This is an optimization exercise on Yosys and OpenROAD, whose aim is small area, a short achievable clock period and few clock cycles, not a production implementation.
Function was checked by simulation only, so behaviour that the tests miss may differ from the original.
Power is estimated from default activity; no workload was simulated.

$ cat flow/run.sh
#!/bin/bash
# Standard ORFS layout, with plain buffers on the ports instead of the
# delay-cell buffers that buffer_ports picks by default.
set -euo pipefail
export BUFFER_PORTS_ARGS="-buffer_cell sky130_fd_sc_hd__buf_2"
bash standard.sh > standard.log 2>&1
$ cat config.mk
export PLATFORM = sky130hd
export DESIGN_NAME = ep_bitacc
export DESIGN_NICKNAME = ep_bitacc
export VERILOG_FILES = /design/flow/design.v
export SDC_FILE = /design/flow/constraint.sdc
export NUM_CORES = 4
export LEC_CHECK = 0
export CAP_MARGIN = 20
export CORE_MARGIN = 2
export CORE_UTILIZATION = 60
export CTS_BUF_LIST = sky130_fd_sc_hd__clkbuf_8
export CTS_CLUSTER_SIZE = 30
export SETUP_SLACK_MARGIN = 2.6
export SLEW_MARGIN = 20
$ cat constraint.sdc
create_clock -name core_clock -period 5.5 [get_ports {clk}]
set_input_delay 1.1000 -clock core_clock [delete_from_list [all_inputs] [get_ports {clk}]]
set_output_delay 1.1000 -clock core_clock [all_outputs]
set_load 0.01 [all_outputs]
$ cat design.v
module ep_bitacc #(
    parameter ERR_W = 8
) (
    input  wire             clk,
    input  wire             rst,           
    input  wire             cmd_valid,
    output wire             cmd_ready,
    input  wire [39:0]      cmd_word,
    output wire             out_valid,
    output wire [7:0]       out_data,
    input  wire             out_ready,
    input  wire             out_err,
    input  wire [ERR_W-1:0] out_err_code,
    output wire             err_flag,
    output wire [ERR_W-1:0] err_code
);
    reg [39:0]      acc;         
    reg [2:0]       q;           
    reg [4:0]       kh;          
    reg             busy;        
    reg [1:0]       z;           
    reg             err_flag_r;
    wire [1:0]  op    = cmd_word[39:38];
    wire        is_wr = (op == 2'b00);
    wire        is_tr = (op == 2'b10);
    wire [2:0]  wl    = cmd_word[34:32];
    wire [2:0]  wh    = cmd_word[37:35];
    wire [31:0] v     = cmd_word[31:0];
    wire [2:0] p   = 3'd0 - q;
    wire [7:0] tm  = ~(8'hFF >> p);              
    wire [7:0] oh  = 8'h80 >> p;                 
    wire [7:0] pend = acc[7:0];
    wire       pnz = (q != 3'd0);
    wire [2:0]  sh  = q - wl;
    wire [38:0] s1  = sh[0] ? {6'd0, v, 1'd0} : {7'd0, v};
    wire [38:0] s2  = sh[1] ? {s1[36:0], 2'd0} : s1;
    wire [38:0] vs  = sh[2] ? {s2[34:0], 4'd0} : s2;
    wire        c8  = pnz & (wl >= q);           
    wire        cy  = pnz & (wl >  q);           
    wire [4:0]  whd = 5'd1 << wh;                
    wire [4:0]  sel = cy ? {whd[3:0], 1'b0} : whd;
    reg [39:0] ld;
    integer i, b;
    always @* begin
        ld = {1'b0, vs};
        for (i = 0; i < 5; i = i + 1)
            for (b = 0; b < 8; b = b + 1)
                if (sel[i] & tm[b])
                    ld[8*i + b] = pend[b];
        if (!is_wr)
            ld[7:0] = (pend & tm) | (is_tr ? oh : 8'd0);
    end
    wire [4:0] kw    = pnz ? sel : (wl == 3'd0) ? {1'b0, whd[4:1]} : whd;
    wire [4:0] kh_new = is_wr ? kw : 5'd1;
    wire       owes  = is_wr ? ((wh != 3'd0) | c8) : (is_tr | pnz);
    wire [2:0] q_new = is_wr ? sh : 3'd0;
    wire [7:0] byte_k = ({8{kh[0]}} & acc[7:0])   | ({8{kh[1]}} & acc[15:8]) |
                        ({8{kh[2]}} & acc[23:16]) | ({8{kh[3]}} & acc[31:24]) |
                        ({8{kh[4]}} & acc[39:32]);
    wire hi_zero = (byte_k[7:2] == 6'd0);
    wire stuff   = z[1] & hi_zero;
    wire is_zero = hi_zero & (byte_k[1:0] == 2'd0);
    wire last    = pnz ? kh[1] : kh[0];
    wire accept  = !busy && cmd_valid && !err_flag_r;
    wire fail    = busy && out_ready && out_err;
    assign cmd_ready = !busy && !rst;
    assign out_valid = busy && !rst;
    assign out_data  = {byte_k[7:2], byte_k[1:0] | {2{stuff}}};
    assign err_flag  = err_flag_r;
    assign err_code  = acc[39:32];
    always @(posedge clk) begin
        if (accept)
            acc <= ld;
        else if (fail)
            acc[39:32] <= out_err_code;
    end
    always @(posedge clk) begin
        if (rst) begin
            busy       <= 1'b0;
            q          <= 3'd0;
            z          <= 2'd0;
            err_flag_r <= 1'b0;
        end else if (busy) begin
            if (out_ready) begin
                if (out_err) begin
                    err_flag_r <= 1'b1;
                    busy       <= 1'b0;
                end else if (stuff) begin
                    z <= 2'd0;
                end else begin
                    z <= {z[0] & is_zero, is_zero};
                    if (last) busy <= 1'b0;
                    kh <= kh >> 1;
                end
            end
        end else if (cmd_valid) begin
            q    <= q_new;
            kh   <= kh_new;
            busy <= owes & !err_flag_r;
        end
    end
endmodule
$ cat standard.sh
#!/bin/bash
# synth_recipe.tcl (not shown) runs the flow's synth.tcl, then flattens the netlist and writes it again
# the make line also repeats each setting of config.mk as NAME=value (left out here)
make -C /OpenROAD-flow-scripts/flow DESIGN_CONFIG=/design/flow/config.mk WORK_HOME=/design/flow/orfs CLKGATE_MAP_FILE= SYNTH_SCRIPT=/design/flow/synth_recipe.tcl "${@:-finish}"
==> summary.txt, run 1 <==
----------------------------------------------------
[Drt]
  Drt drc ... 0
  Number of vias per cell ... 6.69
  Average wire per cell in the routed design ... 22.1 um
  Final wirelength ... 14300 um
  Total via count in the routed design ... 4328
  Antenna Nets Post-Route ... 0
  1st-iter DRT viols ... 632
  Detailed-routing iteration count for the pre-antenna-repair pass ... 9

[Placed design]
  Placed cell area ... 4690 um^2
  HPWL after DPL ... 9250 um
  RD Place Congestion ... 0.927
  Number of port buffers ... a little over 70

[Min path]
  Start point of the worst hold path ... err_flag_r
  Hold Path Class ... flip-flop to flip-flop

[Critical path]
  Crit Path Class ... flip-flop to flip-flop
  Startpoint types ... flip-flop
  Slowest stage delay, CP ... 0.50 ns
  Maximum fanout along the worst path ... 5
  Total buffers and inverters traversed by the critical path ... 11
  Cell at the slowest stage of the critical path ... sky130_fd_sc_hd__edfxtp_1
  Critical path capture point type ... flip-flop
  Critical path data arrival time ... 3.39 ns
  Crit path from ... kh[0]
  Kind of cell adding the most delay to the critical path ... buffers and inverters
  Cell repeated most along the worst path ... sky130_fd_sc_hd__buf_4
  Req. time, crit path ... roughly 5.6 ns
  Critical register-to-register path startpoint ... kh[0]
  List of cells traversed by the critical path ... buf_6, a222oi_1, nand2_1, nor4_4, nand3_2, buf_4, buf_6, buf_4, buf_4, buf_4, buf_4, buf_4, buf_4, buf_6, buf_6, o2bb2ai_4

[Logic synthesis]
  Post-synthesis cell type count ... 67
  Main area contributors after synthesis ... sky130_fd_sc_hd__edfxtp_1, sky130_fd_sc_hd__mux2i_1, sky130_fd_sc_hd__mux2_2, sky130_fd_sc_hd__nand2_1, sky130_fd_sc_hd__o21ai_0
  Sequential fraction of the synthesis area ... 34.1%
  Count of state elements after synthesis ... 52
  Syn_nets ... 527
  Post-Syn Area per Cell ... approximately 9.4 um^2
  Synth Warn # ... 1
  Most frequent cells after synthesis ... sky130_fd_sc_hd__nand2_1, sky130_fd_sc_hd__mux2i_1, sky130_fd_sc_hd__edfxtp_1
  Primary FF master, synth ... sky130_fd_sc_hd__edfxtp_1
  Number of flops mapped to enable cells by yosys ... 45
  Cell Area, Synth ... 4370 um^2
  Cell type with the largest total area after synthesis ... sky130_fd_sc_hd__edfxtp_1
  Area fraction of the dominant cell type after synthesis ... 30.9%
  Share of async-settable or async-resettable flops after synthesis ... 0%
  Count leader, synth ... sky130_fd_sc_hd__nand2_1
  Gate count after technology mapping ... approximately 460

[Floorplan]
  Ports ... 72
  # rows ... 31
  Vertical die dimension ... 89.3 um
  X dimension of the die ... 89.3 um
  Core area ... between 7000 and 8000 um^2
  Die area ... 7980 um^2
  Starting density of the core ... slightly above 60%

[Timing]
  Max_slew headroom ... 46.3%
  Count of pins over their slew limit ... 0
  Fin crit period ... 3.34 ns
  Final-layout setup total negative slack ... 0 ns
  Final hold vios ... 0
  Highest clock rate ... 0.300 GHz
  Worst hold slack across all endpoints ... 0.490 ns
  Final setup violation count ... 0
  Post-route clock period utilization ... 60.6%
  RSZ-0062 raised after global routing ... true
  Worst clock skew on the final layout ... 0.0124 ns
  Worst Tran Pin Value ... 0.802 ns

[Finish]
  Fill cell total of the finished layout ... slightly above 500
  Final-stage net count ... 611
  Multi-input gate area in the final layout ... roughly 2900 um^2
  P&R area growth vs syn ... 26.1%
  Reg area ... 1490 um^2
  Share of layout cells above drive strength 1 ... 38.0%
  Post-layout instance area ... 5510 um^2
  Antenna Diode Count ... 0

[CTS]
  Number of buffers created by CTS ... 5
  Root cell of the clock tree ... sky130_fd_sc_hd__clkbuf_8
  Clock-pin slew of the registers on the worst-case setup and hold paths ... 0.09 ns
  Post-CTS Hold Buffers ... 0
  Count of clock tree sinks ... 52
  Worst skew pair latency ... between 0.3 and 0.4 ns
  CTS tree ... built
  Maximum number of buffers from clock root to sink ... 2
  # H-tree levels ... 2

[Power and ir drop]
  Leak Pwr ... 2.19 nW
  Worst VDD drop ... 0.000156 V
  Power density relative to cell area ... 252 nW/um^2

[Job]
  Number of max-capacitance violations reported ... 0

[Global routing]
  Vias in the first global route ... 3647
  Wire length of the first global-routing pass ... 19800 um
  Number of antenna violations at the first check in global routing ... 0
  Grt total ovfl ... 0
  Overall Global Routing Usage ... 33.4%
  Maximum number of pins on one net before global-route repair ... 41

[Run status]
  Status ... timing/DRC/antenna clean

----------------------------------------------------
-- placed cells by master (no fill, tap or decap), types with 10 or more instances in the layout --
cell type                   n
sky130_fd_sc_hd__a21oi_1   27
sky130_fd_sc_hd__o21ai_1   10
sky130_fd_sc_hd__edfxtp_1  45
sky130_fd_sc_hd__nand3_1   10
sky130_fd_sc_hd__mux2_4    11
sky130_fd_sc_hd__mux2i_1   41
sky130_fd_sc_hd__nor2_1    22
sky130_fd_sc_hd__a22oi_1   10
sky130_fd_sc_hd__nand2_1   50
sky130_fd_sc_hd__buf_6     14
sky130_fd_sc_hd__o21ai_0   17
sky130_fd_sc_hd__mux2_2    11
sky130_fd_sc_hd__inv_1     10
sky130_fd_sc_hd__buf_2     68
sky130_fd_sc_hd__buf_4     30
-- per-stage QoR --
step / cells / setup slack, ns / power, mW / util (%)
final: 647 / 2.16 / 1.39 / 77.2
after global routing: 647 / 2.03 / 1.44 / 77.2
after CTS: 627 / 2.21 / 1.30 / 72.1
after detailed placement: 593 / 1.77 / 0.976 / 65.7
after global placement: 593 / 1.84 / 0.967 / 65.7
after floorplan: 463 / 2.45 / 0.861 / -
-- final timing paths --
path / to / slack (ns) / cells after the start
max: kh[0] / 2.16 / 16
min: err_flag_r / 0.49 / 2
max reg2reg: kh[0] / 2.16 / 16
min reg2reg: err_flag_r / 0.49 / 2
-- state kept, by name, indices dropped and copies added (netlist names), named ones only --
signal	flops
z	2
busy	1
kh	5
q	3
acc	39
err_flag_r	1
-- cells by family (layout without fill, tap and decap cells) --
logic type | after synthesis | after routing | synth area share [%]
multiplexers | 73 | 73 | 18.4
adder cells (fa/ha/maj) | 11 | 11 | 3.32
AO/OA/AOI/OAI | 137 | 138 | 21.9
XOR/XNOR | 2 | 4 | 0.573
AND/OR/NAND/NOR | 131 | 131 | 15.1
buffers and inverters | 57 | 139 | 6.67
flip-flops | 52 | 52 | 34.1
-- worst reg2reg max path: stages, from the launching register on --
cell                        delay (ns)
sky130_fd_sc_hd__edfxtp_1         0.50
sky130_fd_sc_hd__buf_6            0.17
sky130_fd_sc_hd__a222oi_1         0.32
sky130_fd_sc_hd__nand2_1          0.16
sky130_fd_sc_hd__nor4_4           0.40
sky130_fd_sc_hd__nand3_2          0.17
sky130_fd_sc_hd__buf_4            0.17
sky130_fd_sc_hd__buf_6            0.10
sky130_fd_sc_hd__buf_4            0.12
sky130_fd_sc_hd__buf_4            0.12
sky130_fd_sc_hd__buf_4            0.12
sky130_fd_sc_hd__buf_4            0.12
sky130_fd_sc_hd__buf_4            0.12
sky130_fd_sc_hd__buf_4            0.12
sky130_fd_sc_hd__buf_6            0.11
sky130_fd_sc_hd__buf_6            0.11
sky130_fd_sc_hd__o2bb2ai_4        0.14
-- per-layer routing --
layer | routed length [um] | GRT usage (%)
met5 | 0 | 0
met3 | 1660 | 6.37
met1 | 5460 | 48.0
met4 | 522 | 10.3
met2 | 6630 | 51.1
-- power breakdown --
| part | switching, mW | internal (mW) |
|---|---|---|
| clock | 0.135 | 0.149 |
| sequential | 0.0334 | 0.494 |
| combinational | 0.320 | 0.258 |
| total | 0.489 | 0.901 |
-- cell type report --
type                    instances  area share [%]
clock buffers                   6            1.50
clock inverters                 2           0.704
inverters                      13            1.13
multi-input cells             357            52.5
flip-flops and latches         52            27.1
well taps                      99            2.25
repair buffers                117            14.7
repair inverters                1           0.204
-- timing repair --
action	in CTS	in global routing
setup buffers	23	18
gates resized for setup	28	51
pin swaps	8	17
cloned	3	2
setup endpoints to repair	38	31
Testbench counts, summed over its fixed seeds: cycles 16,983.
==> run 2: changes to the inputs <==
==> design.v (replaced) <==
module ep_bitacc #(
    parameter ERR_W = 8
) (
    input  wire             clk,
    input  wire             rst,           
    input  wire             cmd_valid,
    output wire             cmd_ready,
    input  wire [39:0]      cmd_word,
    output wire             out_valid,
    output wire [7:0]       out_data,
    input  wire             out_ready,
    input  wire             out_err,
    input  wire [ERR_W-1:0] out_err_code,
    output wire             err_flag,
    output wire [ERR_W-1:0] err_code
);
    reg [31:0]      v;           
    reg [7:0]       pb;          
    reg [2:0]       pc;          
    reg [2:0]       pn;          
    reg [2:0]       f;           
    reg [4:0]       kh;          
    reg             first;       
    reg             busy;        
    reg [1:0]       z;           
    reg             err_flag_r;
    wire [1:0]  op    = cmd_word[39:38];
    wire        is_wr = (op == 2'b00);
    wire        is_tr = (op == 2'b10);
    wire [5:0]  w_eff = is_wr ? cmd_word[37:32] : {5'd0, is_tr};
    wire [5:0]  len   = {3'd0, pn} + w_eff;
    wire [5:0]  lm1   = len - 6'd1;
    wire        owes  = is_wr ? (len[5:3] != 3'd0) : (len != 6'd0);
    wire [46:0] vy = {8'd0, v, 7'd0};
    wire [14:0] win = ({15{kh[0]}} & vy[14:0])  | ({15{kh[1]}} & vy[22:8]) |
                      ({15{kh[2]}} & vy[30:16]) | ({15{kh[3]}} & vy[38:24]) |
                      ({15{kh[4]}} & vy[46:32]);
    wire [14:0] wf1 = f[2] ? win[14:4] : win[10:0];
    wire [14:0] wf2 = f[1] ? wf1[10:2] : wf1[8:0];
    wire [7:0]  ext = f[0] ? wf2[8:1]  : wf2[7:0];
    wire [7:0]  tm  = first ? ~(8'hFF >> pc) : 8'h00;
    wire [7:0]  byte_raw = (ext & ~tm) | (pb & tm);
    wire hi_zero = (byte_raw[7:2] == 6'd0);
    wire stuff   = z[1] & hi_zero;
    wire is_zero = hi_zero & (byte_raw[1:0] == 2'd0);
    wire last    = (pn != 3'd0) ? kh[1] : kh[0];
    wire accept  = !busy && cmd_valid && !err_flag_r;
    wire fail    = busy && out_ready && out_err;
    assign cmd_ready = !busy && !rst;
    assign out_valid = busy && !rst;
    assign out_data  = {byte_raw[7:2], byte_raw[1:0] | {2{stuff}}};
    assign err_flag  = err_flag_r;
    assign err_code  = pb;
    always @(posedge clk) begin
        if (accept) begin
            v     <= {cmd_word[31:1], cmd_word[0] | is_tr};
            pb    <= byte_raw;
            pc    <= pn;
            f     <= lm1[2:0];
            kh    <= 5'd1 << lm1[5:3];
            first <= 1'b1;
        end else if (fail) begin
            pb    <= out_err_code;
        end else if (busy && out_ready && !stuff) begin
            first <= 1'b0;
            kh    <= kh >> 1;
        end
    end
    always @(posedge clk) begin
        if (rst) begin
            busy       <= 1'b0;
            pn         <= 3'd0;
            z          <= 2'd0;
            err_flag_r <= 1'b0;
        end else if (busy) begin
            if (out_ready) begin
                if (out_err) begin
                    err_flag_r <= 1'b1;
                    busy       <= 1'b0;
                end else if (stuff) begin
                    z <= 2'd0;
                end else begin
                    z <= {z[0] & is_zero, is_zero};
                    if (last) busy <= 1'b0;
                end
            end
        end else if (accept) begin
            pn   <= is_wr ? len[2:0] : 3'd0;
            busy <= owes;
        end
    end
endmodule
--- a/config.mk
+++ b/config.mk
@@ -9,6 +9,4 @@
 export CORE_MARGIN = 2
-export CORE_UTILIZATION = 60
-export CTS_BUF_LIST = sky130_fd_sc_hd__clkbuf_8
-export CTS_CLUSTER_SIZE = 30
-export SETUP_SLACK_MARGIN = 2.6
+export CORE_UTILIZATION = 40
+export SETUP_SLACK_MARGIN = 2.0
 export SLEW_MARGIN = 20
==> run 2 against run 1 <==
Still clean on timing, DRC and antenna. First-iteration DRC count is 83% lower. Total power up 2.0%. Flip-flop and latch count increased by 7. Cell count decreased by 22%. Non-clock buffer count is 12 lower. Die area increased by 8.1%. Clock-buffer cell count rose by 5. Critical path type is now flip-flop to output port.
==> summary.txt, run 2 <==
----------------------------------------------------
[Run status]
  Status ... timing/DRC/antenna clean

[Job]
  Number of max-capacitance violations reported ... 0

[Finish]
  Fill cell total of the finished layout ... 748
  Commonest non-fill, non-tap cell in the layout ... sky130_fd_sc_hd__buf_2
  Share of layout cells above drive strength 1 ... between 30% and 40%
  Antenna Diode Count ... 0
  Largest register FFs ... 32
  Final-stage net count ... around 460
  Most flops, register ... v
  P&R area growth vs syn ... 31.2%
  Most frequent cells in the layout ... sky130_fd_sc_hd__buf_2, sky130_fd_sc_hd__nand2_1, sky130_fd_sc_hd__edfxtp_1
  Leading registers by flop count ... v x32, pb x8, kh x5

[Logic synthesis]
  Main area contributors after synthesis ... sky130_fd_sc_hd__edfxtp_1, sky130_fd_sc_hd__nand2_1, sky130_fd_sc_hd__dfxtp_1, sky130_fd_sc_hd__a22oi_1, sky130_fd_sc_hd__mux2i_1
  Cell Area, Synth ... around 3200 um^2
  Most frequent cells after synthesis ... sky130_fd_sc_hd__edfxtp_1, sky130_fd_sc_hd__nand2_1, sky130_fd_sc_hd__a22oi_1
  Post-synthesis cell type count ... 53
  Area fraction of the dominant cell type after synthesis ... 48.5%
  Sequential fraction of the synthesis area ... 53.5%
  Area fraction in compound gates after synthesis ... 15.7%
  Simple logic cell fraction of the synthesized area ... 18.4%
  Synth Warn # ... 1
  Xor/xnor share of the synthesized area ... 1.94%
  Count of state elements after synthesis ... 59
  Number of flops mapped to enable cells by yosys ... 51
  Gate count after technology mapping ... 296
  Primary FF master, synth ... sky130_fd_sc_hd__edfxtp_1
  Post-Syn Area per Cell ... 10.7 um^2
  Share of async-settable or async-resettable flops after synthesis ... 0%
  Cell type with the largest total area after synthesis ... sky130_fd_sc_hd__edfxtp_1
  Syn_nets ... 354
  Largest family of logic cells by synthesized area ... simple AND/OR/NAND/NOR gates
  Adder-cell share of the synthesized area ... 2.22%
  Multiplexer share of the synthesized area ... 4.71%

[Timing]
  RSZ-0062 raised after global routing ... true
  Post-route clock period utilization ... 72.1%
  Highest clock rate ... 0.252 GHz
  Final setup violation count ... 0
  Worst Tran Pin Value ... 0.894 ns
  Final hold vios ... 0
  Max_slew headroom ... 40.3%
  Fin crit period ... 3.97 ns
  Count of pins over their slew limit ... 0
  Worst clock skew on the final layout ... 0.00706 ns
  Final-layout setup total negative slack ... 0 ns

[Critical path]
  Crit Path Class ... flip-flop to output port
  Cell count of the worst reg-to-reg path ... 11
  Critical register-to-register path endpoint ... kh[0]
  Startpoint types ... flip-flop
  Req. time, crit path ... 4.40 ns
  Critical register-to-register path startpoint ... kh[1]
  Critical path data arrival time ... 2.87 ns
  Slack of the worst reg-to-reg path ... 2.40 ns
  Crit path from ... kh[1]
  Maximum fanout along the worst path ... 3
  Critical path capture point type ... output port
  Termination of the worst setup path ... out_data[0]

[Global routing]
  Maximum number of pins on one net before global-route repair ... 26
  Grt total ovfl ... 0
  Vias in the first global route ... 2513
  Wire length of the first global-routing pass ... 12100 um
  Number of antenna violations at the first check in global routing ... 0
  Overall Global Routing Usage ... a little under a fifth

[Drt]
  Number of vias per cell ... 5.30
  Final wirelength ... 7630 um
  1st-iter DRT viols ... 109
  Detailed-routing iteration count for the pre-antenna-repair pass ... 5
  Drt drc ... 0
  Total via count in the routed design ... about 2700
  Antenna Nets Post-Route ... 0
  Average wire per cell in the routed design ... 15.1 um

[CTS]
  Number of buffers created by CTS ... 9
  Count of clock tree sinks ... 59
  Maximum number of buffers from clock root to sink ... 2
  Clock-pin slew of the registers on the worst-case setup and hold paths ... 0.06 ns
  Root cell of the clock tree ... sky130_fd_sc_hd__clkbuf_8
  CTS tree ... built
  # H-tree levels ... 3
  Worst skew pair latency ... 0.35 ns

[Min path]
  Hold Path Class ... flip-flop to flip-flop

[Floorplan]
  # rows ... 32
  Die area ... around 8600 um^2
  Starting density of the core ... 41.1%
  X dimension of the die ... 92.9 um
  Vertical die dimension ... 92.9 um
  Core area ... 7690 um^2
  Ports ... around 70

[Power and ir drop]
  Leak Pwr ... 1.76 nW
  Worst VDD drop ... 0.000138 V
  Final Power ... 1.42 mW
  Power density relative to cell area ... 342 nW/um^2

[Placed design]
  HPWL after DPL ... approximately 5500 um
  RD Place Congestion ... between 0.8 and 0.9
  Number of port buffers ... just over 70

----------------------------------------------------
==> run 2: worst min path at each step <==
stage | startpoint | to | slack (ns) | depth (start not counted)
floorplan | z[0] | z[1] | 0.45 | 2
global placement | err_flag_r | err_flag_r | 0.45 | 2
detailed placement | err_flag_r | err_flag_r | 0.46 | 2
CTS | err_flag_r | err_flag_r | 0.47 | 2
global route | err_flag_r | err_flag_r | 0.49 | 2
finish | err_flag_r | err_flag_r | 0.46 | 2
==> run 2: cells by family (layout without fill, tap and decap cells) <==
logic type / after synthesis / after routing
muxes: 11 / 11
DFF: 59 / 59
AOI/OAI and AO/OA: 71 / 71
adders and majority gates: 5 / 5
and+or+nand+nor: 118 / 118
xor gates and xnor gates: 7 / 7
buffers and inverters: 25 / 132
==> run 2: stage by stage <==
stage,hold slack (ns),cell area [um^2],std cells,setup slack (ns),utilization [%]
floorplan,0.452,3160,296,2.01,-
global placement,0.447,3590,457,1.66,46.7
detailed placement,0.457,3590,457,1.55,46.7
CTS,0.467,4050,497,1.53,52.7
global route,0.486,4150,505,1.37,53.9
finish,0.463,4150,505,1.53,53.9
==> run 2: what timing repair did <==
| item | in CTS | in global routing |
|---|---|---|
| resized for setup | 12 | 9 |
| setup endpoints to repair | 9 | 12 |
| hold buffers | 0 | 0 |
| pin swaps | 10 | 2 |
| buffers inserted | 24 | 8 |
==> run 2: report_power, final <==
group	total, mW	leakage, nW	switching (mW)	internal [mW]
logic	0.379	1.09	0.206	0.173
registers	0.577	0.560	0.0331	0.544
clock network	0.461	0.111	0.162	0.299
total	1.42	1.76	0.402	1.02
==> run 2: cell type report <==
class	instances	area [um^2]	area share, %
clock buffer	11	131	3.17
clock inverter	5	101	2.44
inverter	11	41.3	0.996
multi-input combinational	212	1430	34.5
sequential	59	1690	40.8
tap	102	128	3.08
timing repair buffer	105	622	15.0
==> run 2: critical path, stage by stage, from the launching register on <==
cell	delay (ns)
sky130_fd_sc_hd__edfxtp_1	0.42
sky130_fd_sc_hd__buf_6	0.14
sky130_fd_sc_hd__a22o_1	0.20
sky130_fd_sc_hd__or2_1	0.25
sky130_fd_sc_hd__mux4_2	0.48
sky130_fd_sc_hd__or2_0	0.24
sky130_fd_sc_hd__a31o_1	0.27
sky130_fd_sc_hd__nor4_4	0.20
sky130_fd_sc_hd__nand3_2	0.13
sky130_fd_sc_hd__nand2_1	0.08
sky130_fd_sc_hd__buf_2	0.12
==> run 2: per-layer routing <==
metal  routed length, um  GRT usage [%]
met1                3370           23.5
met4                 201           9.07
met3                 446           4.48
met5                   0              0
met2                3610           29.2
Testbench counts of run 2, summed over its fixed seeds: cycles 16,983.
==> run 3: changes to the inputs <==
--- a/config.mk
+++ b/config.mk
@@ -9,4 +9,5 @@
 export CORE_MARGIN = 2
-export CORE_UTILIZATION = 40
-export SETUP_SLACK_MARGIN = 2.0
+export CORE_UTILIZATION = 55
+export CTS_CLUSTER_DIAMETER = 200
+export CTS_CLUSTER_SIZE = 60
 export SLEW_MARGIN = 20
==> run 3 against run 2 <==
Still clean. Die area shrank 26%. Global-route usage grew 5.1 points. Maximum frequency shrank 7.7%. Synthesized area is the same. Core utilization grew 14 points. Setup slack lost 0.33 ns. Largest cell class unchanged. Combinational power shrank 24%.
==> summary.txt, run 3 <==
----------------------------------------------------
[Drt]
  Detailed-routing iteration count for the pre-antenna-repair pass ... 5
  1st-iter DRT viols ... 235
  Number of vias per cell ... 5.82
  Antenna Nets Post-Route ... 0
  Final wirelength ... 7030 um
  Drt drc ... 0
  Total via count in the routed design ... 2574
  Average wire per cell in the routed design ... 15.9 um

[CTS]
  Worst skew pair latency ... 0.35 ns
  Post-CTS Hold Buffers ... 0
  Maximum number of buffers from clock root to sink ... 2
  Count of clock tree sinks ... 59
  CTS tree ... built
  Buffers inserted during post-CTS setup optimization ... 0
  Clock-pin slew of the registers on the worst-case setup and hold paths ... 0.07 ns
  Number of buffers created by CTS ... 9
  Root cell of the clock tree ... sky130_fd_sc_hd__clkbuf_8
  # H-tree levels ... 3
  Post-CTS Resized ... 0

[Timing]
  Fin crit period ... between 4 and 5 ns
  RSZ-0062 raised after global routing ... false
  Worst Tran Pin Value ... 0.817 ns
  Max_slew headroom ... 45.4%
  Worst hold slack across all endpoints ... 0.470 ns
  Worst clock skew on the final layout ... 0.00984 ns
  Final-layout setup total negative slack ... 0 ns
  Final hold vios ... 0
  Highest clock rate ... 0.233 GHz
  Post-route clock period utilization ... 78.1%
  Final setup violation count ... 0
  Final setup margin ... roughly 1.2 ns
  Count of pins over their slew limit ... 0

[Logic synthesis]
  Number of flops mapped to enable cells by yosys ... 51
  Main area contributors after synthesis ... sky130_fd_sc_hd__edfxtp_1, sky130_fd_sc_hd__nand2_1, sky130_fd_sc_hd__dfxtp_1, sky130_fd_sc_hd__a22oi_1, sky130_fd_sc_hd__mux2i_1
  Most frequent cells after synthesis ... sky130_fd_sc_hd__edfxtp_1, sky130_fd_sc_hd__nand2_1, sky130_fd_sc_hd__a22oi_1
  Count of state elements after synthesis ... 59
  Post-synthesis cell type count ... 53
  Sequential fraction of the synthesis area ... around 54%
  Primary FF master, synth ... sky130_fd_sc_hd__edfxtp_1
  Syn_nets ... 354
  Synth Warn # ... 1
  Cell Area, Synth ... between 3000 and 4000 um^2
  Cell type with the largest total area after synthesis ... sky130_fd_sc_hd__edfxtp_1
  Gate count after technology mapping ... 296
  Share of async-settable or async-resettable flops after synthesis ... 0%
  Area fraction of the dominant cell type after synthesis ... roughly half
  Post-Syn Area per Cell ... around 11 um^2

[Finish]
  Finished Layout Cells ... 442
  Commonest non-fill, non-tap cell in the layout ... sky130_fd_sc_hd__buf_2
  Largest register FFs ... 32
  Post-layout instance area ... 3770 um^2
  Final-stage net count ... 423
  Antenna Diode Count ... 0
  Most flops, register ... v
  Final design utilization ... 68.0%
  Leading registers by flop count ... v x32, pb x8, kh x5
  P&R area growth vs syn ... 19.2%
  Share of layout cells above drive strength 1 ... 25.7%
  Most frequent cells in the layout ... sky130_fd_sc_hd__buf_2, sky130_fd_sc_hd__nand2_1, sky130_fd_sc_hd__edfxtp_1

[Placed design]
  Number of port buffers ... 71
  Worst-case setup slack after placement ... 1.59 ns
  Cell count after placement ... 426
  HPWL after DPL ... around 5200 um
  RD Place Congestion ... 0.871
  Placed cell area ... approximately 3500 um^2

[Run status]
  Status ... timing/DRC/antenna clean

[Power and ir drop]
  Power density relative to cell area ... 353 nW/um^2
  Leak Pwr ... 1.59 nW
  Final Power ... between 1 and 1.5 mW
  Worst VDD drop ... between 0.0002 and 0.0003 V

[Floorplan]
  Vertical die dimension ... 79.8 um
  Ports ... approximately 70
  Core area ... 5540 um^2
  X dimension of the die ... 79.8 um
  Die area ... 6370 um^2
  Starting density of the core ... between 50% and 60%
  # rows ... 27

[Global routing]
  Overall Global Routing Usage ... between 20% and 30%
  Vias in the first global route ... 2379
  Grt total ovfl ... 0
  Number of antenna violations at the first check in global routing ... 0
  Maximum number of pins on one net before global-route repair ... 31
  Wire length of the first global-routing pass ... 11100 um

[Critical path]
  Cell count of the worst reg-to-reg path ... 8
  Crit path from ... kh[1]
  Startpoint types ... flip-flop
  Critical path capture point type ... output port
  Critical register-to-register path startpoint ... kh[1]
  Maximum fanout along the worst path ... 17
  Slack of the worst reg-to-reg path ... 2.34 ns
  Crit Path Class ... flip-flop to output port
  Critical register-to-register path endpoint ... kh[2]
  Critical path data arrival time ... roughly 3.2 ns
  Req. time, crit path ... 4.40 ns

[Job]
  Number of max-capacitance violations reported ... 0

[Min path]
  Hold-critical path depth ... 2
  Min-Delay Endpoint ... err_flag_r
  Start point of the worst hold path ... err_flag_r
  Hold Path Class ... flip-flop to flip-flop

----------------------------------------------------
-- run 3: per-layer routing --
metal  wire (um)  track usage (%)
met1        3200             29.4
met2        3270             38.1
met3         437             6.56
met4         127             10.5
met5           0                0
-- run 3: how the worst max path moves through the flow --
| stage | to | slack, ns | cells after the start |
|---|---|---|---|
| 5_1_grt | out_data[1] | 1.02 | 9 |
| 4_1_cts | out_data[1] | 1.19 | 9 |
| 6_report | out_data[1] | 1.20 | 9 |
| 3_3_place_gp | out_data[1] | 1.63 | 9 |
| 3_5_place_dp | out_data[1] | 1.59 | 9 |
| 2_1_floorplan | out_data[0] | 1.96 | 9 |
-- run 3: report_power, final --
group          internal, mW  switching, mW  total [mW]
registers             0.543         0.0509       0.594
clock network         0.258          0.189       0.446
logic                 0.123          0.166       0.289
-- run 3: cells by family after synthesis --
family	after synthesis	synth area share, %
and+or+nand+nor	118	18.4
AOI/OAI and AO/OA	71	15.7
DFF	59	53.5
buffers and inverters	25	3.52
muxes	11	4.71
xor gates and xnor gates	7	1.94
adders and majority gates	5	2.22
-- run 3: final cells by class --
class / instances / area (um^2)
Tap cell: 72 / 90.1
Clock buffer: 9 / 124
Sequential cell: 59 / 1690
Multi-Input combinational cell: 212 / 1360
Timing Repair Buffer: 72 / 363
Clock inverter: 7 / 101
Fill cell: 451 / 1770
Inverter: 11 / 41.3
-- run 3: critical path, stage by stage, from the launching register on --
cell and delay [ns]:
sky130_fd_sc_hd__edfxtp_1 0.64, sky130_fd_sc_hd__a22o_1 0.33, sky130_fd_sc_hd__or2_1 0.24, sky130_fd_sc_hd__mux4_2 0.47, sky130_fd_sc_hd__or2_0 0.21, sky130_fd_sc_hd__a31o_1 0.27
sky130_fd_sc_hd__nor4_4 0.30, sky130_fd_sc_hd__nand3_2 0.17, sky130_fd_sc_hd__nand2_1 0.09, sky130_fd_sc_hd__buf_2 0.12
==> run 4: changes to the inputs <==
--- a/config.mk
+++ b/config.mk
@@ -10,4 +10,3 @@
 export CORE_UTILIZATION = 55
-export CTS_CLUSTER_DIAMETER = 200
-export CTS_CLUSTER_SIZE = 60
+export SETUP_SLACK_MARGIN = 1.0
 export SLEW_MARGIN = 20
==> run 4 against run 3 <==
Die area is the same. Maximum frequency is the same. Cell count is the same. Critical path depth is the same. Critical path type unchanged. Clock skew is the same. Setup slack is the same. Global-route usage is the same. Non-clock buffer count is the same. Combinational power is essentially flat. Sequential power is essentially flat. Core utilization is the same. Synthesized cell count is the same.
==> summary.txt, run 4 <==
----------------------------------------------------
[CTS]
  Maximum number of buffers from clock root to sink ... 2
  Post-CTS Resized ... 0
  Clock-pin slew of the registers on the worst-case setup and hold paths ... about 0.070 ns
  Number of buffers created by CTS ... 9
  Post-CTS Hold Buffers ... 0
  Worst skew pair latency ... 0.35 ns
  CTS tree ... built
  Root cell of the clock tree ... sky130_fd_sc_hd__clkbuf_8
  # H-tree levels ... 3
  Count of clock tree sinks ... 59
  Buffers inserted during post-CTS setup optimization ... 0

[Critical path]
  Startpoint types ... flip-flop
  Critical path capture point type ... output port
  Kind of cell adding the most delay to the critical path ... simple AND/OR/NAND/NOR gates
  Crit Path Class ... flip-flop to output port
  Maximum fanout along the worst path ... 17
  Slowest stage delay, CP ... 0.64 ns
  Total buffers and inverters traversed by the critical path ... 1
  Req. time, crit path ... 4.40 ns
  Cell at the slowest stage of the critical path ... sky130_fd_sc_hd__edfxtp_1
  Critical path data arrival time ... approximately 3.2 ns
  List of cells traversed by the critical path ... a22o_1, or2_1, mux4_2, or2_0, a31o_1, nor4_4, nand3_2, nand2_1, buf_2

[Finish]
  Share of layout cells above drive strength 1 ... 25.7%
  Leading registers by flop count ... v x32, pb x8, kh x5
  Final-stage net count ... 423
  Largest register FFs ... 32
  Most frequent cells in the layout ... sky130_fd_sc_hd__buf_2, sky130_fd_sc_hd__nand2_1, sky130_fd_sc_hd__edfxtp_1
  Final design utilization ... between 60% and 70%
  P&R area growth vs syn ... 19.2%
  Commonest non-fill, non-tap cell in the layout ... sky130_fd_sc_hd__buf_2
  Most flops, register ... v
  Antenna Diode Count ... 0
  Fill cell total of the finished layout ... 451

[Floorplan]
  Die area ... around 6400 um^2
  Starting density of the core ... approximately 57%
  # rows ... 27
  X dimension of the die ... 79.8 um
  Ports ... 72
  Core area ... about 5500 um^2
  Vertical die dimension ... roughly 80 um

[Placed design]
  HPWL after DPL ... 5160 um
  RD Place Congestion ... 0.871
  Number of port buffers ... 71

[Drt]
  Number of vias per cell ... just under 6
  Final wirelength ... 7030 um
  1st-iter DRT viols ... around 240
  Average wire per cell in the routed design ... 15.9 um
  Detailed-routing iteration count for the pre-antenna-repair pass ... 5
  Total via count in the routed design ... roughly 2600
  Drt drc ... 0
  Antenna Nets Post-Route ... 0

[Timing]
  Worst clock skew on the final layout ... 0.00984 ns
  Worst Tran Pin Value ... 0.817 ns
  Count of pins over their slew limit ... 0
  Post-route clock period utilization ... 78.1%
  RSZ-0062 raised after global routing ... false
  Final hold vios ... 0
  Max_slew headroom ... 45.4%
  Fin crit period ... 4.30 ns
  Highest clock rate ... 0.233 GHz
  Final setup violation count ... 0
  Final-layout setup total negative slack ... 0 ns

[Logic synthesis]
  Post-synthesis cell type count ... 53
  Count of state elements after synthesis ... 59
  Main area contributors after synthesis ... sky130_fd_sc_hd__edfxtp_1, sky130_fd_sc_hd__nand2_1, sky130_fd_sc_hd__dfxtp_1, sky130_fd_sc_hd__a22oi_1, sky130_fd_sc_hd__mux2i_1
  Synth Warn # ... 1
  Sequential fraction of the synthesis area ... 53.5%
  Area fraction of the dominant cell type after synthesis ... 48.5%
  Gate count after technology mapping ... 296
  Primary FF master, synth ... sky130_fd_sc_hd__edfxtp_1
  Share of async-settable or async-resettable flops after synthesis ... 0%
  Cell type with the largest total area after synthesis ... sky130_fd_sc_hd__edfxtp_1
  Cell Area, Synth ... 3160 um^2
  Number of flops mapped to enable cells by yosys ... 51
  Syn_nets ... 354
  Post-Syn Area per Cell ... ~11 um^2
  Most frequent cells after synthesis ... sky130_fd_sc_hd__edfxtp_1, sky130_fd_sc_hd__nand2_1, sky130_fd_sc_hd__a22oi_1

[Power and ir drop]
  Leak Pwr ... about 1.6 nW
  Power density relative to cell area ... between 300 and 400 nW/um^2
  Worst VDD drop ... 0.000261 V
  Combinational power share ... 21.7%
  Switching share of total power ... 30.5%
  Power Internal ... 0.924 mW
  Sequential share of power ... 44.7%
  Switching Power ... 0.405 mW
  Part of the power in the clock network ... between 30 and 40%

[Run status]
  Status ... timing/DRC/antenna clean

[Global routing]
  Grt total ovfl ... 0
  Wire length of the first global-routing pass ... 11100 um
  Vias in the first global route ... 2379
  Overall Global Routing Usage ... between 20% and 30%
  Number of antenna violations at the first check in global routing ... 0
  Maximum number of pins on one net before global-route repair ... 31

[Job]
  Number of max-capacitance violations reported ... 0

[Min path]
  Hold Path Class ... flip-flop to flip-flop

----------------------------------------------------
[run 4: worst register-to-register path, cell delays in order, from the launching register on]
cell and delay (ns):
sky130_fd_sc_hd__edfxtp_1 0.64, sky130_fd_sc_hd__a22o_1 0.33, sky130_fd_sc_hd__or2_1 0.24, sky130_fd_sc_hd__mux4_2 0.47, sky130_fd_sc_hd__or2_0 0.21, sky130_fd_sc_hd__a31o_1 0.27, sky130_fd_sc_hd__nor4_4 0.30, sky130_fd_sc_hd__nand3_2 0.18
sky130_fd_sc_hd__a21o_1 0.27
[run 4: metal layers]
metal	global-route usage [%]	share of wire [%]	wire length, um	vias up
met5	0	0	0	-
met2	38.1	47	3270	98
met4	10.5	1.8	127	0
li1	-	-	-	1256
met1	29.4	45	3200	1205
met3	6.56	6.2	437	15
[run 4: logic make-up after synthesis]
logic type | share of synthesized area (%)
AOI/OAI and AO/OA | 15.7
xor gates and xnor gates | 1.94
adders and majority gates | 2.22
buffers and inverters | 3.52
DFF | 53.5
muxes | 4.71
and+or+nand+nor | 18.4
[run 4: cell type report]
type | instances | area (um^2) | share of cell area, %
Clock inverter | 7 | 101 | 2.69
Timing Repair Buffer | 72 | 363 | 9.63
Clock buffer | 9 | 124 | 3.29
Multi-Input combinational cell | 212 | 1360 | 36.0
Tap cell | 72 | 90.1 | 2.39
Inverter | 11 | 41.3 | 1.10
Sequential cell | 59 | 1690 | 44.9
[run 4: through the flow]
step	std cells	setup WS, ns	area [um^2]	hold WS, ns	total power, mW
global route	442	1.02	3770	0.481	1.39
floorplan	296	1.96	3160	0.452	0.795
global placement	426	1.63	3540	0.449	0.886
detailed placement	426	1.59	3540	0.462	0.890
CTS	442	1.19	3770	0.473	1.34
finish	442	1.20	3770	0.470	1.33
[run 4: power groups by stage]
stage,logic (mW),registers (mW),clock network [mW]
finish,0.289,0.594,0.446
global route,0.321,0.600,0.470
CTS,0.290,0.593,0.454
detailed placement,0.289,0.602,0
global placement,0.284,0.602,0
floorplan,0.220,0.575,0
[run 4: path summary, 6_finish.rpt]
kind / slack (ns) / start / end / cells past startpoint
setup / recovery: 1.20 / kh[1] / out_data[1] / 9
hold / removal: 0.47 / err_flag_r / err_flag_r / 2
setup reg to reg: 2.34 / kh[1] / kh[2] / 8
hold reg to reg: 0.47 / err_flag_r / err_flag_r / 2
==> run 5: changes to the inputs <==
--- a/config.mk
+++ b/config.mk
@@ -9,4 +9,4 @@
 export CORE_MARGIN = 2
-export CORE_UTILIZATION = 55
-export SETUP_SLACK_MARGIN = 1.0
+export CORE_UTILIZATION = 40
+export SETUP_SLACK_MARGIN = 1.4
 export SLEW_MARGIN = 20
==> run 5 against run 4 <==
Still clean on timing, DRC and antenna. Via count is 1.1% higher. Setup slack improved by 0.29 ns. Design area is 5.6% higher. Non-clock buffer count is 22 higher. Clock power shrank 4.9%. Total power up 2.1%. Synthesized cell count stayed put. Cell count rose by 12%. Worst hold slack worse by 0.0032 ns. Critical path type unchanged. Critical endpoint is now out_data[0]. Highest routed layer unchanged.
==> summary.txt, run 5 <==
----------------------------------------------------
[Run status]
  Status ... timing/DRC/antenna clean

[Min path]
  Hold-critical path depth ... 2
  Hold Path Class ... flip-flop to flip-flop
  Min-Delay Endpoint ... err_flag_r
  Start point of the worst hold path ... err_flag_r

[Timing]
  Max_slew headroom ... 49.4%
  Worst hold slack across all endpoints ... 0.467 ns
  Worst clock skew on the final layout ... 0.0102 ns
  Worst Tran Pin Value ... around 0.76 ns
  Final setup violation count ... 0
  Count of pins over their slew limit ... 0
  Post-route clock period utilization ... 72.9%
  Highest clock rate ... approximately 0.25 GHz
  Final setup margin ... 1.49 ns
  Final-layout setup total negative slack ... 0 ns
  Fin crit period ... 4.01 ns
  Final hold vios ... 0
  RSZ-0062 raised after global routing ... true

[Critical path]
  Critical path data arrival time ... 2.91 ns
  Cell at the slowest stage of the critical path ... sky130_fd_sc_hd__mux4_2
  Crit Path Class ... flip-flop to output port
  Critical path capture point type ... output port
  List of cells traversed by the critical path ... buf_4, a22o_1, or2_1, mux4_2, or2_0, a31o_1, nor4_4, nand3_2, nand2_1, buf_2
  Total buffers and inverters traversed by the critical path ... 2
  Critical register-to-register path endpoint ... kh[0]
  Slowest stage delay, CP ... 0.48 ns
  Critical register-to-register path startpoint ... kh[1]
  Crit path from ... kh[1]
  Startpoint types ... flip-flop
  Cell count of the worst reg-to-reg path ... 10
  Req. time, crit path ... 4.40 ns
  Maximum fanout along the worst path ... 5
  Kind of cell adding the most delay to the critical path ... simple AND/OR/NAND/NOR gates
  Slack of the worst reg-to-reg path ... 2.47 ns

[Finish]
  P&R area growth vs syn ... 25.9%
  Largest register FFs ... 32
  Fill cell total of the finished layout ... between 700 and 800
  Most frequent cells in the layout ... sky130_fd_sc_hd__buf_2, sky130_fd_sc_hd__nand2_1, sky130_fd_sc_hd__edfxtp_1
  Multi-input gate area in the final layout ... 1380 um^2
  Most flops, register ... v
  Antenna Diode Count ... 0
  Share of layout cells above drive strength 1 ... 30.6%
  Leading registers by flop count ... v x32, pb x8, kh x5
  Final-stage net count ... 445
  Reg area ... 1690 um^2
  Commonest non-fill, non-tap cell in the layout ... sky130_fd_sc_hd__buf_2

[Drt]
  Average wire per cell in the routed design ... 15.9 um
  Routed metal-1 wire length ... 3590 um
  Drt drc ... 0
  1st-iter DRT viols ... 142
  Routed wire length on met3 ... 396 um
  Antenna Nets Post-Route ... 0
  Detailed-routing iteration count for the pre-antenna-repair pass ... 5
  Highest Signal Layer ... met4
  Number of vias per cell ... ~5.3
  Final wirelength ... roughly 8000 um
  Total via count in the routed design ... 2603
  DR WL met2 ... 3760 um

[Floorplan]
  Core area ... 7690 um^2
  Starting density of the core ... 41.1%
  Vertical die dimension ... 92.9 um
  X dimension of the die ... 92.9 um
  Ports ... 72
  Die area ... 8630 um^2
  # rows ... 32

[Logic synthesis]
  Synth Warn # ... 1
  Count of state elements after synthesis ... 59
  Share of async-settable or async-resettable flops after synthesis ... 0%
  Main area contributors after synthesis ... sky130_fd_sc_hd__edfxtp_1, sky130_fd_sc_hd__nand2_1, sky130_fd_sc_hd__dfxtp_1, sky130_fd_sc_hd__a22oi_1, sky130_fd_sc_hd__mux2i_1
  Cell type with the largest total area after synthesis ... sky130_fd_sc_hd__edfxtp_1
  Number of flops mapped to enable cells by yosys ... 51
  Sequential fraction of the synthesis area ... between 50% and 60%
  Syn_nets ... 354
  Post-Syn Area per Cell ... between 10 and 15 um^2
  Gate count after technology mapping ... 296
  Primary FF master, synth ... sky130_fd_sc_hd__edfxtp_1
  Most frequent cells after synthesis ... sky130_fd_sc_hd__edfxtp_1, sky130_fd_sc_hd__nand2_1, sky130_fd_sc_hd__a22oi_1
  Post-synthesis cell type count ... 53
  Cell Area, Synth ... approximately 3200 um^2
  Area fraction of the dominant cell type after synthesis ... ~48%

[Power and ir drop]
  Power Internal ... 0.953 mW
  Leak Pwr ... 1.70 nW
  Combinational power share ... 25.9%
  Final Power ... 1.36 mW
  Switching Power ... 0.404 mW
  Worst VDD drop ... between 0.0001 and 0.00015 V
  Part of the power in the clock network ... 31.2%
  Power density relative to cell area ... 341 nW/um^2
  Sequential share of power ... 42.9%
  Switching share of total power ... around 30%

[CTS]
  Count of clock tree sinks ... 59
  Post-CTS Hold Buffers ... 0
  CTS tree ... built
  # H-tree levels ... 3
  Root cell of the clock tree ... sky130_fd_sc_hd__clkbuf_8
  Maximum number of buffers from clock root to sink ... 2
  Worst skew pair latency ... about 0.34 ns
  Clock-pin slew of the registers on the worst-case setup and hold paths ... 0.07 ns
  Number of buffers created by CTS ... 9

[Global routing]
  Overall Global Routing Usage ... 18.9%
  Vias in the first global route ... 2557
  Number of antenna violations at the first check in global routing ... 0
  Grt total ovfl ... 0
  Maximum number of pins on one net before global-route repair ... 33
  Wire length of the first global-routing pass ... 12500 um

[Job]
  Number of max-capacitance violations reported ... 0

[Placed design]
  RD Place Congestion ... 0.885
  Number of port buffers ... 71
  HPWL after DPL ... 5460 um
  Worst-case setup slack after placement ... 1.56 ns

----------------------------------------------------
run 5: tightest hold or removal path, delay by kind of cell (launching register included):
kind	cells	cell delay, ns
AOI/OAI and AO/OA	1	0.05
DFF	1	0.32
buffers and inverters	1	0.05
run 5: timing repair:
| item | CTS | global route |
|---|---|---|
| setup endpoints to repair | 2 | 2 |
| pin swaps | 3 | 1 |
| resized for setup | 1 | 5 |
| setup buffers | 14 | 8 |
| gates cloned | 0 | 0 |
run 5: power groups by stage:
stage / clock network, mW / logic (mW) / registers (mW)
after floorplan: 0 / 0.220 / 0.575
after global placement: 0 / 0.291 / 0.603
after detailed placement: 0 / 0.293 / 0.602
after CTS: 0.431 / 0.329 / 0.583
after global routing: 0.448 / 0.387 / 0.587
final: 0.424 / 0.351 / 0.582
run 5: layer usage:
metal  GRT usage [%]  vias up
li1                -     1298
met1            24.3     1231
met2            31.3       66
met3            3.58        8
met4            8.09        0
met5               0        -
run 5: cell families after synthesis:
| logic type | share of synthesized area, % |
|---|---|
| AOI/OAI and AO/OA | 15.7 |
| xor gates and xnor gates | 1.94 |
| adders and majority gates | 2.22 |
| buffers and inverters | 3.52 |
| DFF | 53.5 |
| muxes | 4.71 |
| and+or+nand+nor | 18.4 |
run 5: per-stage QoR:
stage / instances / area (um^2) / util, %
after floorplan: 296 / 3160 / -
after global placement: 456 / 3580 / 46.6
after detailed placement: 456 / 3580 / 46.6
after CTS: 486 / 3900 / 50.7
after global routing: 494 / 3980 / 51.8
final: 494 / 3980 / 51.8
run 5: how the worst max path moves through the flow:
| stage | endpoint | slack (ns) | cells after the start |
|---|---|---|---|
| finish | out_data[0] | 1.49 | 10 |
| global route | out_data[0] | 1.36 | 10 |
| CTS | out_data[0] | 1.41 | 10 |
| detailed placement | out_data[1] | 1.56 | 9 |
| global placement | out_data[1] | 1.61 | 9 |
| floorplan | out_data[0] | 1.96 | 9 |
run 5: area by class of cell:
type	instances	share of cell area [%]
Sequential cell	59	42.5
Multi-Input combinational cell	212	34.7
Timing Repair Buffer	94	13.3
Clock buffer	11	3.30
Tap cell	102	3.21
Clock inverter	5	1.95
Inverter	11	1.04
==> run 6: changes to the inputs <==
--- a/config.mk
+++ b/config.mk
@@ -10,3 +10,2 @@
 export CORE_UTILIZATION = 40
-export SETUP_SLACK_MARGIN = 1.4
 export SLEW_MARGIN = 20
==> run 6 against run 5 <==
Still clean. Die area unchanged. Clock skew fell by 0.00060 ns. Wire length decreased by 6.3%. Via count shrank 3.0%. Total power fell by 3.7%. Synthesized area unchanged. Sequential power up 2%. Setup slack got worse by 0.31 ns. Critical path type unchanged.
==> summary.txt, run 6 <==
----------------------------------------------------
[Timing]
  Final-layout setup total negative slack ... 0 ns
  Final setup violation count ... 0
  RSZ-0062 raised after global routing ... false
  Worst Tran Pin Value ... 0.758 ns
  Post-route clock period utilization ... around four fifths
  Worst clock skew on the final layout ... 0.00962 ns
  Final hold vios ... 0
  Highest clock rate ... 0.232 GHz
  Fin crit period ... 4.32 ns
  Count of pins over their slew limit ... 0
  Max_slew headroom ... 49.4%

[Global routing]
  Number of antenna violations at the first check in global routing ... 0
  Overall Global Routing Usage ... 18.1%
  Wire length of the first global-routing pass ... roughly 12000 um
  Vias in the first global route ... 2483
  Maximum number of pins on one net before global-route repair ... 33
  Grt total ovfl ... 0

[Finish]
  Final-stage net count ... 423
  Leading registers by flop count ... v x32, pb x8, kh x5
  P&R area growth vs syn ... 19.9%
  Largest register FFs ... 32
  Most flops, register ... v
  Most frequent cells in the layout ... sky130_fd_sc_hd__buf_2, sky130_fd_sc_hd__nand2_1, sky130_fd_sc_hd__edfxtp_1
  Finished Layout Cells ... 472
  Share of layout cells above drive strength 1 ... 25.1%
  Antenna Diode Count ... 0
  Commonest non-fill, non-tap cell in the layout ... sky130_fd_sc_hd__buf_2

[Min path]
  Start point of the worst hold path ... err_flag_r
  Hold-critical path depth ... 2
  Hold Path Class ... flip-flop to flip-flop
  Min-Delay Endpoint ... err_flag_r

[Drt]
  Average wire per cell in the routed design ... 15.6 um
  Drt drc ... 0
  Total via count in the routed design ... around 2500
  Antenna Nets Post-Route ... 0
  Final wirelength ... 7350 um
  1st-iter DRT viols ... 165
  Detailed-routing iteration count for the pre-antenna-repair pass ... 5
  Number of vias per cell ... 5.35

[Logic synthesis]
  Area fraction of the dominant cell type after synthesis ... between 40% and 50%
  Cell Area, Synth ... 3160 um^2
  Sequential fraction of the synthesis area ... between 50% and 60%
  Primary FF master, synth ... sky130_fd_sc_hd__edfxtp_1
  Count of state elements after synthesis ... 59
  Cell type with the largest total area after synthesis ... sky130_fd_sc_hd__edfxtp_1
  Post-synthesis cell type count ... 53
  Gate count after technology mapping ... slightly below 300
  Post-Syn Area per Cell ... 10.7 um^2
  Main area contributors after synthesis ... sky130_fd_sc_hd__edfxtp_1, sky130_fd_sc_hd__nand2_1, sky130_fd_sc_hd__dfxtp_1, sky130_fd_sc_hd__a22oi_1, sky130_fd_sc_hd__mux2i_1
  Number of flops mapped to enable cells by yosys ... 51
  Most frequent cells after synthesis ... sky130_fd_sc_hd__edfxtp_1, sky130_fd_sc_hd__nand2_1, sky130_fd_sc_hd__a22oi_1
  Syn_nets ... around 350
  Synth Warn # ... 1
  Share of async-settable or async-resettable flops after synthesis ... 0%

[Job]
  Number of max-capacitance violations reported ... 0

[Floorplan]
  Starting density of the core ... 41.1%
  Core area ... 7690 um^2
  Ports ... 72
  # rows ... 32
  Vertical die dimension ... 92.9 um
  Die area ... between 8000 and 9000 um^2
  X dimension of the die ... between 90 and 100 um

[CTS]
  Post-CTS Resized ... 0
  Clock-pin slew of the registers on the worst-case setup and hold paths ... 0.07 ns
  Post-CTS Hold Buffers ... 0
  Worst skew pair latency ... roughly 0.34 ns
  Number of buffers created by CTS ... 9
  CTS tree ... built
  Count of clock tree sinks ... 59
  # H-tree levels ... 3
  Maximum number of buffers from clock root to sink ... 2
  Root cell of the clock tree ... sky130_fd_sc_hd__clkbuf_8
  Buffers inserted during post-CTS setup optimization ... 0

[Critical path]
  Crit Path Class ... flip-flop to output port
  Critical path capture point type ... output port
  Maximum fanout along the worst path ... 16
  Cell count of the worst reg-to-reg path ... 8
  Critical register-to-register path endpoint ... kh[0]
  Critical path data arrival time ... 3.22 ns
  Slack of the worst reg-to-reg path ... 2.30 ns
  Req. time, crit path ... 4.40 ns
  Startpoint types ... flip-flop
  Critical register-to-register path startpoint ... kh[3]

[Run status]
  Status ... timing/DRC/antenna clean

[Power and ir drop]
  Power density relative to cell area ... 345 nW/um^2
  Worst VDD drop ... between 0.0001 and 0.00015 V
  Leak Pwr ... 1.59 nW

[Placed design]
  Number of port buffers ... 71
  Cell count after placement ... about 460
  RD Place Congestion ... between 0.8 and 0.9
  HPWL after DPL ... ~5500 um

----------------------------------------------------
## run 6: stage by stage
| stage | cell area [um^2] | power, mW | hold WS, ns | utilization, % | setup WS [ns] |
|---|---|---|---|---|---|
| floorplan | 3160 | 0.795 | 0.452 | - | 1.96 |
| global placement | 3580 | 0.894 | 0.446 | 46.6 | 1.61 |
| detailed placement | 3580 | 0.895 | 0.463 | 46.6 | 1.56 |
| CTS | 3790 | 1.32 | 0.473 | 49.3 | 1.18 |
| global route | 3790 | 1.38 | 0.506 | 49.3 | 1.02 |
| finish | 3790 | 1.31 | 0.468 | 49.3 | 1.18 |
## run 6: worst max-delay path by stage
stage / start / endpoint / slack (ns) / depth (start not counted)
final: kh[3] / out_data[1] / 1.18 / 9
after global routing: kh[3] / out_data[0] / 1.02 / 9
after CTS: kh[2] / out_data[1] / 1.18 / 9
after detailed placement: kh[1] / out_data[1] / 1.56 / 9
after global placement: kh[1] / out_data[1] / 1.61 / 9
after floorplan: kh[2] / out_data[0] / 1.96 / 9
## run 6: per-layer routing
metal | vias up | global-route usage [%] | part of all wire, %
met5 | - | 0 | 0
li1 | 1254 | - | -
met1 | 1186 | 23.1 | 45
met2 | 74 | 29.8 | 48
met3 | 11 | 3.58 | 4.7
met4 | 0 | 8.09 | 2.0
## run 6: cell type report
class | instances | area [um^2]
Clock buffer | 11 | 131
Clock inverter | 5 | 77.6
Fill cell | 741 | 3900
Inverter | 11 | 41.3
Multi-Input combinational cell | 212 | 1360
Sequential cell | 59 | 1690
Tap cell | 102 | 128
Timing Repair Buffer | 72 | 363
## run 6: worst max-delay path: stages (launching register included)
cell and delay [ns]:
sky130_fd_sc_hd__edfxtp_1 0.62, sky130_fd_sc_hd__a22o_1 0.33, sky130_fd_sc_hd__or2_1 0.25, sky130_fd_sc_hd__mux4_2 0.48, sky130_fd_sc_hd__or2_0 0.22, sky130_fd_sc_hd__a31o_1 0.27
sky130_fd_sc_hd__nor4_4 0.30, sky130_fd_sc_hd__nand3_2 0.19, sky130_fd_sc_hd__nand2_1 0.10, sky130_fd_sc_hd__buf_2 0.12
## run 6: where the power goes
group          total, mW  internal, mW  switching [mW]  leakage (nW)
registers          0.594         0.544          0.0501         0.560
logic              0.291         0.123           0.168         0.924
clock network      0.422         0.254           0.168         0.103
## run 6: cells by family (layout without fill, tap and decap cells)
family,after synthesis,count (layout),share of synthesized area (%)
and+or+nand+nor,118,118,18.4
AOI/OAI and AO/OA,71,71,15.7
DFF,59,59,53.5
buffers and inverters,25,99,3.52
muxes,11,11,4.71
xor gates and xnor gates,7,7,1.94
adders and majority gates,5,5,2.22
==> run 7: changes to the inputs <==
--- a/flow/run.sh
+++ b/flow/run.sh
@@ -4,3 +4,3 @@
 set -euo pipefail
-export BUFFER_PORTS_ARGS="-buffer_cell sky130_fd_sc_hd__buf_2"
+export BUFFER_PORTS_ARGS="-buffer_cell sky130_fd_sc_hd__buf_1"
 bash standard.sh > standard.log 2>&1
--- a/config.mk
+++ b/config.mk
@@ -10,2 +10,3 @@
 export CORE_UTILIZATION = 40
+export SETUP_SLACK_MARGIN = 1.4
 export SLEW_MARGIN = 20
==> run 7 against run 6 <==
First-iteration DRC count decreased by 21%. Still clean. Clock power down 13%. Die area did not move.
==> summary.txt, run 7 <==
----------------------------------------------------
[Logic synthesis]
  Sequential fraction of the synthesis area ... 53.5%
  Syn_nets ... 354
  Share of async-settable or async-resettable flops after synthesis ... 0%
  Count of state elements after synthesis ... 59
  Gate count after technology mapping ... 296
  Post-Syn Area per Cell ... 10.7 um^2
  Post-synthesis cell type count ... 53
  Main area contributors after synthesis ... sky130_fd_sc_hd__edfxtp_1, sky130_fd_sc_hd__nand2_1, sky130_fd_sc_hd__dfxtp_1, sky130_fd_sc_hd__a22oi_1, sky130_fd_sc_hd__mux2i_1
  Synth Warn # ... 1
  Most frequent cells after synthesis ... sky130_fd_sc_hd__edfxtp_1, sky130_fd_sc_hd__nand2_1, sky130_fd_sc_hd__a22oi_1
  Area fraction of the dominant cell type after synthesis ... 48.5%
  Primary FF master, synth ... sky130_fd_sc_hd__edfxtp_1
  Number of flops mapped to enable cells by yosys ... 51
  Cell Area, Synth ... 3160 um^2
  Cell type with the largest total area after synthesis ... sky130_fd_sc_hd__edfxtp_1

[Floorplan]
  # rows ... 32
  Core area ... about 7700 um^2
  Ports ... 72
  Vertical die dimension ... just over 90 um
  Starting density of the core ... 41.1%
  X dimension of the die ... 92.9 um
  Die area ... ~8600 um^2

[Critical path]
  Startpoint types ... flip-flop
  List of cells traversed by the critical path ... a22o_1, or2_1, mux4_2, or2_0, a31o_1, nor4_4, nand3_2, nand2_1, buf_2
  Critical path capture point type ... output port
  Critical register-to-register path startpoint ... kh[0]
  Req. time, crit path ... 4.40 ns
  Critical path data arrival time ... 2.97 ns
  Kind of cell adding the most delay to the critical path ... simple AND/OR/NAND/NOR gates
  Slowest stage delay, CP ... 0.52 ns
  Crit Path Class ... flip-flop to output port
  Total buffers and inverters traversed by the critical path ... 1
  Maximum fanout along the worst path ... 6
  Crit path from ... kh[0]
  Cell at the slowest stage of the critical path ... sky130_fd_sc_hd__edfxtp_1

[Run status]
  Status ... timing/DRC/antenna clean

[CTS]
  Clock-pin slew of the registers on the worst-case setup and hold paths ... 0.08 ns
  CTS tree ... built
  Maximum number of buffers from clock root to sink ... 2
  Number of buffers created by CTS ... 9
  Count of clock tree sinks ... 59
  Root cell of the clock tree ... sky130_fd_sc_hd__clkbuf_8
  # H-tree levels ... 3
  Worst skew pair latency ... 0.35 ns

[Power and ir drop]
  Part of the power in the clock network ... 28.4%
  Combinational power share ... between 20% and 30%
  Power Internal ... 0.860 mW
  Final Power ... 1.29 mW
  Switching Power ... 0.428 mW
  Power density relative to cell area ... 331 nW/um^2
  Leak Pwr ... 1.50 nW
  Sequential share of power ... 45.3%
  Switching share of total power ... 33.2%
  Worst VDD drop ... 0.000109 V

[Finish]
  Most frequent cells in the layout ... sky130_fd_sc_hd__buf_1, sky130_fd_sc_hd__nand2_1, sky130_fd_sc_hd__edfxtp_1
  Final design utilization ... 50.6%
  Largest register FFs ... 32
  Leading registers by flop count ... v x32, pb x8, kh x5
  Final-stage net count ... 445
  P&R area growth vs syn ... 23.1%
  Share of layout cells above drive strength 1 ... between 10% and 20%
  Commonest non-fill, non-tap cell in the layout ... sky130_fd_sc_hd__buf_1
  Most flops, register ... v
  Antenna Diode Count ... 0

[Timing]
  Final hold vios ... 0
  Final-layout setup total negative slack ... 0 ns
  Count of pins over their slew limit ... 0
  Final setup violation count ... 0
  Worst Tran Pin Value ... 0.807 ns
  Fin crit period ... 4.07 ns
  Worst clock skew on the final layout ... about 0.010 ns
  Max_slew headroom ... 46.1%
  Highest clock rate ... 0.246 GHz
  RSZ-0062 raised after global routing ... true
  Post-route clock period utilization ... 73.9%

[Global routing]
  Number of antenna violations at the first check in global routing ... 0
  Overall Global Routing Usage ... a little under a fifth
  Vias in the first global route ... roughly 2400
  Grt total ovfl ... 0
  Maximum number of pins on one net before global-route repair ... 28
  Wire length of the first global-routing pass ... ~12000 um

[Drt]
  Number of vias per cell ... 5.23
  Final wirelength ... 7550 um
  Total via count in the routed design ... around 2600
  Antenna Nets Post-Route ... 0
  Detailed-routing iteration count for the pre-antenna-repair pass ... 4
  Drt drc ... 0
  1st-iter DRT viols ... 130
  Average wire per cell in the routed design ... 15.3 um

[Job]
  Number of max-capacitance violations reported ... 0

[Min path]
  Hold Path Class ... flip-flop to flip-flop
  Start point of the worst hold path ... err_flag_r

[Placed design]
  Number of port buffers ... 71
  RD Place Congestion ... 0.903
  HPWL after DPL ... 5470 um

----------------------------------------------------
## run 7: final cells by class
type / instances / area (um^2)
Clock buffer: 9 / 124
Inverter: 11 / 41.3
Multi-Input combinational cell: 212 / 1390
Tap cell: 102 / 128
Sequential cell: 59 / 1690
Timing Repair Buffer: 94 / 453
Fill cell: 744 / 3800
Clock inverter: 7 / 61.3
## run 7: worst min-delay path, cell delays in order (launching register included)
cell                      delay, ns
sky130_fd_sc_hd__dfxtp_1       0.32
sky130_fd_sc_hd__inv_1         0.05
sky130_fd_sc_hd__a21oi_1       0.05
## run 7: power by group through the flow
stage                     logic (mW)  clock network, mW  registers, mW
after floorplan                0.220                  0          0.575
after global placement         0.280                  0          0.603
after detailed placement       0.282                  0          0.604
after CTS                      0.322              0.377          0.581
after global routing           0.376              0.400          0.589
final                          0.339              0.366          0.583
## run 7: cell families (layout without fill, tap and decap cells)
family | count (synthesis) | in the layout | share of synthesized area, %
AND/OR/NAND/NOR | 118 | 118 | 18.4
AO/OA/AOI/OAI | 71 | 71 | 15.7
flip-flops | 59 | 59 | 53.5
buffers and inverters | 25 | 121 | 3.52
multiplexers | 11 | 11 | 4.71
XOR/XNOR | 7 | 7 | 1.94
adder cells (fa/ha/maj) | 5 | 5 | 2.22
## run 7: worst paths after layout
| kind | to | slack, ns | cells past startpoint |
|---|---|---|---|
| hold reg to reg | err_flag_r | 0.47 | 2 |
| hold / removal | err_flag_r | 0.47 | 2 |
| setup / recovery | out_data[0] | 1.43 | 9 |
| setup reg to reg | kh[4] | 2.31 | 10 |
## run 7: repair_timing
item / in CTS / in global routing
pin swaps: 2 / 6
gates resized for setup: 3 / 10
setup endpoints to repair: 2 / 2
buffers inserted: 15 / 6
hold buffers: 0 / 0
## run 7: metrics by stage
step / hold slack (ns) / instances / instance area, um^2 / worst slack [ns]
after floorplan: 0.452 / 296 / 3160 / 1.96
after global placement: 0.449 / 457 / 3500 / 1.59
after detailed placement: 0.457 / 457 / 3500 / 1.54
after CTS: 0.467 / 488 / 3800 / 1.45
after global routing: 0.512 / 494 / 3890 / 1.27
final: 0.467 / 494 / 3890 / 1.43
## run 7: per-layer routing
layer  GRT usage (%)  wire (um)
met4            8.33        172
met5               0          0
met1            24.3       3400
met3            4.23        330
met2            29.3       3640

-- static timing again, ports no longer ideal --
The results above use ideal ports. As a check the final layouts listed here were re-extracted and re-timed, cells and wires unchanged.
Step 1: set_driving_cell puts a clkbuf_16 on clk and a buf_2 on each other input, an assumption about the parent block.
Step 2 moves the port delays by t, midway between the first and last clock arrival at a register: inputs arrive t later, outputs are due t later. That takes back most of the time a late clock gives input paths.
Slacks: no drivers / after step 1 / after step 2; pairs: no drivers / after step 1.
| run | shift t [ns] | setup slack, ns | slew at the worst register clock pin (ns) |
|---|---|---|---|
| run 1 | 0.343 | 2.165 / 2.143 / 2.063 | 0.11 / 0.11 |
| run 2 | 0.377 | 1.532 / 1.500 / 1.876 | 0.07 / 0.07 |
| run 3 | 0.381 | 1.202 / 1.171 / 1.552 | 0.07 / 0.07 |
| run 4 | 0.381 | 1.202 / 1.171 / 1.552 | 0.07 / 0.07 |
| run 5 | 0.371 | 1.490 / 1.457 / 1.592 | 0.07 / 0.07 |
| run 6 | 0.366 | 1.184 / 1.152 / 1.518 | 0.07 / 0.07 |
| run 7 | 0.377 | 1.435 / 1.403 / 1.552 | 0.08 / 0.08 |
After both steps every run listed still meets setup and hold. For run 1, which loses most, drivers alone change the setup slack by -0.022 ns; drivers and shift together by -0.102 ns.
